What follows belongs to an exercise in optimizing a design on an open flow for small area, a short achievable clock period and few clock cycles; a production flow would make more cautious choices.
RTL that was checked went through simulation tests only; none was proved equivalent to the original.
No activity file was given, so power comes from the tool's default toggle rates.

// lep_crc16
module lep_crc16 (
    input  wire        clk,
    input  wire        rst,
    input  wire        host_req,
    input  wire        host_we,
    input  wire [11:0] host_addr,
    input  wire [31:0] host_wdata,
    output wire [31:0] host_rdata,
    output wire        host_ready,
    output wire        mem_re,
    output wire        mem_we,
    output wire [9:0]  mem_addr,
    output reg  [3:0]  mem_be,
    output wire [31:0] mem_wdata,
    input  wire [31:0] mem_rdata
);
Size in the first run: about 350 flip-flops, ~160 I/O pins.
make LEC_CHECK=0 CAP_MARGIN=20 CORE_MARGIN=2 CORE_UTILIZATION=55 CTS_BUF_LIST='sky130_fd_sc_hd__clkbuf_4 sky130_fd_sc_hd__clkbuf_8' PLACE_DENSITY=0.7 SETUP_SLACK_MARGIN=3.4 SLEW_MARGIN=20 finish   # period 8.0 ns
run.sh (not shown) runs the stock make flow with config.mk's settings and CLKGATE_MAP_FILE= SYNTH_SCRIPT=/design/flow/synth_recipe.tcl, a recipe that flattens the netlist after the stock synthesis.
The first run ran to the end with no violations.
Then changed:
- SYNTH_HIERARCHICAL: not set -> 1
- SYNTH_MINIMUM_KEEP_SIZE: not set -> 0
Effect: The new run finished with timing, DRC and antenna clean. Sequential share of layout area shrinks by 1.2 points. Routed wire length is about the same. Die area grows by 1.5%.
Function was not checked in any run of this note: the RTL went through the layout flow alone.

---

lep_crc16, a different RTL version from the one above (not shown whole).
Size: roughly 2900 cells after synthesis, ~340 flip-flops, ~160 I/O pins.
Settings: LEC_CHECK=0, CAP_MARGIN=20, CORE_MARGIN=2, CORE_UTILIZATION=55, CTS_BUF_LIST=sky130_fd_sc_hd__clkbuf_4 sky130_fd_sc_hd__clkbuf_8, PLACE_DENSITY=0.65, SETUP_SLACK_MARGIN=3.55, SLEW_MARGIN=20; clock period 8.0 ns.
Rerun with:
--- a/flow/config.mk
+++ b/flow/config.mk
@@ -11,4 +11,4 @@
 export CTS_BUF_LIST = sky130_fd_sc_hd__clkbuf_4 sky130_fd_sc_hd__clkbuf_8
 export PLACE_DENSITY = 0.65
-export SETUP_SLACK_MARGIN = 3.55
+export SETUP_SLACK_MARGIN = 3.4
 export SLEW_MARGIN = 20
Hold slack stays flat; die area stays the same; area after synthesis is unchanged; via count fell by 1.8%; setup slack loses 79 ps; total power fell by 2.1%; utilization fell by 1.7 points; routed wire length fell by 2.5%; combinational power fell by about 4%.
Rerun with:
--- a/flow/config.mk
+++ b/flow/config.mk
@@ -10,5 +10,5 @@
 export CORE_UTILIZATION = 55
 export CTS_BUF_LIST = sky130_fd_sc_hd__clkbuf_4 sky130_fd_sc_hd__clkbuf_8
-export PLACE_DENSITY = 0.65
+export PLACE_DENSITY = 0.7
 export SETUP_SLACK_MARGIN = 3.4
 export SLEW_MARGIN = 20
=> The changed run completed without violations; power stays flat; non-clock buffer count went up by 21; die area does not change; fmax came out lower by a few percent; worst setup slack got worse by 120 ps; routed wire length goes down by a few percent; core utilization barely changes; area after synthesis is unchanged; sequential share of layout area stays flat.
No run of this note included a check of the RTL's function; only the layout flow was run.

---

== v54 ==
lep_crc16, a different RTL version from the one above (not shown whole).
Size: ~330 flip-flops, roughly 24,000 um2 of cells after synthesis.
clock: 8.0 ns
lec_check: 0
cap_margin: 20
core_margin: 2
core_utilization: 40
place_density: 0.6
setup_slack_margin: 3.0
slew_margin: 20
v54 reached the end of the flow, and the finished layout is clean on the timing, DRC and antenna checks.
Testbench counts of v54, summed over its fixed seeds: cycles 71,064.
Setup changes, v54 to v12
- ABC_CLOCK_PERIOD_IN_PS newly set to 4500
- SETUP_SLACK_MARGIN changed from 3.0 to 3.4
Notes after the runs:
Going from v54 to v12, clock-pin slew reported for the worst setup and hold paths after clock tree synthesis flat, share of final-layout standard cells stronger than drive strength 1 up 5.0 points, total area of multi-input combinational cells up 510 um2, clock group share of total power down 1.9 points.
Delta (v12 minus v54): fmax +about 8%; share of the clock period used by the worst path saw a decrease.
Reg-to-reg setup timing slack (higher): v12
Diff v12..v54 | worst-case hold slack | negligible
Here is what was changed in the inputs of v32 compared with v12.
- swapping 0.6 for 0.7 in PLACE_DENSITY
- putting CTS_BUF_LIST at sky130_fd_sc_hd__clkbuf_4 sky130_fd_sc_hd__clkbuf_8 where nothing was set
- swapping 3.4 for 3.6 in SETUP_SLACK_MARGIN
- swapping 40 for 55 in CORE_UTILIZATION
- clearing ABC_CLOCK_PERIOD_IN_PS, which used to be 4500
==> run notes <==
- The lower largest net degree at the start of global routing came out of v32.
- v12 ended up with src_len[1] as its startpoint of the worst setup timing path; v32 ended up with host_addr[10].
- The total power on v12 is in line with that on v32.
- The tapcell count in v32 sits 190 below the value recorded for v12.
> inputs changed (v32 -> v7)
- SETUP_SLACK_MARGIN: 3.6 -> 3.4
Findings:
In v7, the multi-input gate area in the final layout came out 1.6% below the value in v32. When the final numbers for v32 and v7 were put side by side, the count of instances resized after the clock tree is built turned out to be smaller in v7. Higher global-route wire length before repair among v32 and v7: v32. Looking at routed wire length, v7 sits 3.1% lower than v32 does. Number of violations reported at the end of detailed-routing iteration 0: lower on v32. The fill cell instance count of the final layout in v32 is 0.938 times that in v7. v7 against v32: power shows a reduction of about 4%; slack of the critical path went down by 0.026 ns; worst hold slack up 0.0044 ns; total number of multi-input combinational cells neither gained nor lost much; register-to-register slack saw a decrease.
diff inputs: v7 => v13
- CTS_BUF_LIST removed (was sky130_fd_sc_hd__clkbuf_4 sky130_fd_sc_hd__clkbuf_8)
- CORE_UTILIZATION changed from 55 to 40
- PLACE_DENSITY changed from 0.7 to 0.6
Findings:
The flow did not stop early for v13: all stages ran, and the layout cleared the timing, DRC and antenna checks.
Max count of filler cells inserted in the layout across v13 and v7: v13
Across both runs, combinational power was higher for v13 than for v7.
Across both runs, final-layout clock-cell area share was higher for v13 than for v7.
Core utilization in v13 is 17 points below v7.
Effective utilization at floorplan was higher in the run labelled v7.
Between v13 and v7, it is v13 whose total wire length after detailed routing is higher, by 4700 um.
Re maximum single-stage delay on the critical path: v7 was higher than v13.

---

lep_crc16, a different RTL version from the one above (not shown whole).
For scale: about 2800 cells after synthesis, about 330 flip-flops, ~160 I/O pins, roughly 24000 µm² of cells after synthesis.
export LEC_CHECK = 0
export CAP_MARGIN = 20
export CORE_MARGIN = 2
export CORE_UTILIZATION = 55
export CTS_BUF_LIST = sky130_fd_sc_hd__clkbuf_4 sky130_fd_sc_hd__clkbuf_8
export PLACE_DENSITY = 0.7
export SETUP_SLACK_MARGIN = 3.5
export SLEW_MARGIN = 20
create_clock -name core_clock -period 8.0 [get_ports {clk}]
The baseline completed with no timing, DRC or antenna violations.
Testbench counts at the start, summed over its fixed seeds: cycles 71,064.
Next try:
- CORE_UTILIZATION: 55 -> 40
- CTS_BUF_LIST: sky130_fd_sc_hd__clkbuf_4 sky130_fd_sc_hd__clkbuf_8 -> unset
- PLACE_DENSITY: 0.7 -> 0.6
- SETUP_SLACK_MARGIN: 3.5 -> 3.4
Register-to-register slack got worse by 100 ps; power increases by 1.8%; global-route usage falls by 11 points.
Next try:
- CORE_UTILIZATION: 40 -> 55
- CTS_BUF_LIST: unset -> sky130_fd_sc_hd__clkbuf_4 sky130_fd_sc_hd__clkbuf_8
- PLACE_DENSITY: 0.6 -> 0.7
The new run produced a clean layout.
Clock-buffer cell count grows by 36.
Sequential power hardly moves.
Via count went up by about 1.4%.
Global-route usage went up by 10 points.
Flip-flop and latch count is unchanged.
Next try:
- CORE_UTILIZATION: 55 -> 50
Outcome: Wire length climbs by a few percent. Setup slack gets worse by 18 ps. Die area is higher by roughly a tenth.
Next try:
- CORE_UTILIZATION: 50 -> 55
- PLACE_DENSITY: 0.7 -> 0.65
Result: Global-route usage rose by 2.0 points; cell count fell by 0.90%; register-to-register slack got worse by 80 ps; power hardly moves; setup slack improved by 110 ps; design area stays flat; die area fell by 8.9%.

## re-timing with driven ports
The flow's constraints put no driver on any port. The routed layouts listed below were extracted and timed again, unchanged, in two steps. Step 1 sets driving cells, clkbuf_16 on the clock port and buf_2 on the other inputs (assumed; they add their load-dependent delay and slew). Step 2 times the ports against the registers' clock, not the clock port: input delays grow and output delays shrink by t, the midpoint of the rising clock arrivals with the driver on. Three values: no drivers, after step 1, after step 2; two values: the first two.
run	t, ns	slack for setup (ns)	worst setup path at the end	latest minus earliest clock arrival (ns)
the first run of note 1	0.699	3.074 / 3.043 / 2.917	input to register	0.054 / 0.054
the second run of note 1	0.706	3.256 / 3.256 / 2.886	input to register	0.077 / 0.077
the first run of note 2	0.737	3.455 / 3.397 / 2.938	input to register	0.047 / 0.048
the second run of note 2	0.731	3.376 / 3.314 / 2.949	input to register	0.046 / 0.046
the third run of note 2	0.738	3.254 / 3.221 / 2.910	input to register	0.041 / 0.041
v54	0.643	2.988 / 2.968 / 2.661	input to register	0.025 / 0.025
v12	0.637	3.364 / 3.256 / 3.006	input to register	0.026 / 0.025
v32	0.732	3.354 / 3.323 / 3.117	input to register	0.056 / 0.056
v7	0.717	3.328 / 3.268 / 2.865	input to register	0.015 / 0.016
v13	0.637	3.364 / 3.256 / 3.006	input to register	0.026 / 0.025
the first run of note 4	0.712	3.235 / 3.204 / 2.864	input to register	0.041 / 0.041
the second run of note 4	0.635	3.127 / 3.096 / 3.026	input to register	0.031 / 0.030
the third run of note 4	0.689	3.137 / 3.107 / 3.049	input to register	0.063 / 0.063
the fourth run of note 4	0.732	3.120 / 3.084 / 2.828	input to register	0.045 / 0.045
the fifth run of note 4	0.697	3.232 / 3.201 / 3.000	input to register	0.043 / 0.043
After both steps every run listed still meets setup and hold. For the first run of note 2, which loses most, drivers alone change the setup slack by -0.058 ns; drivers and shift together by -0.517 ns.
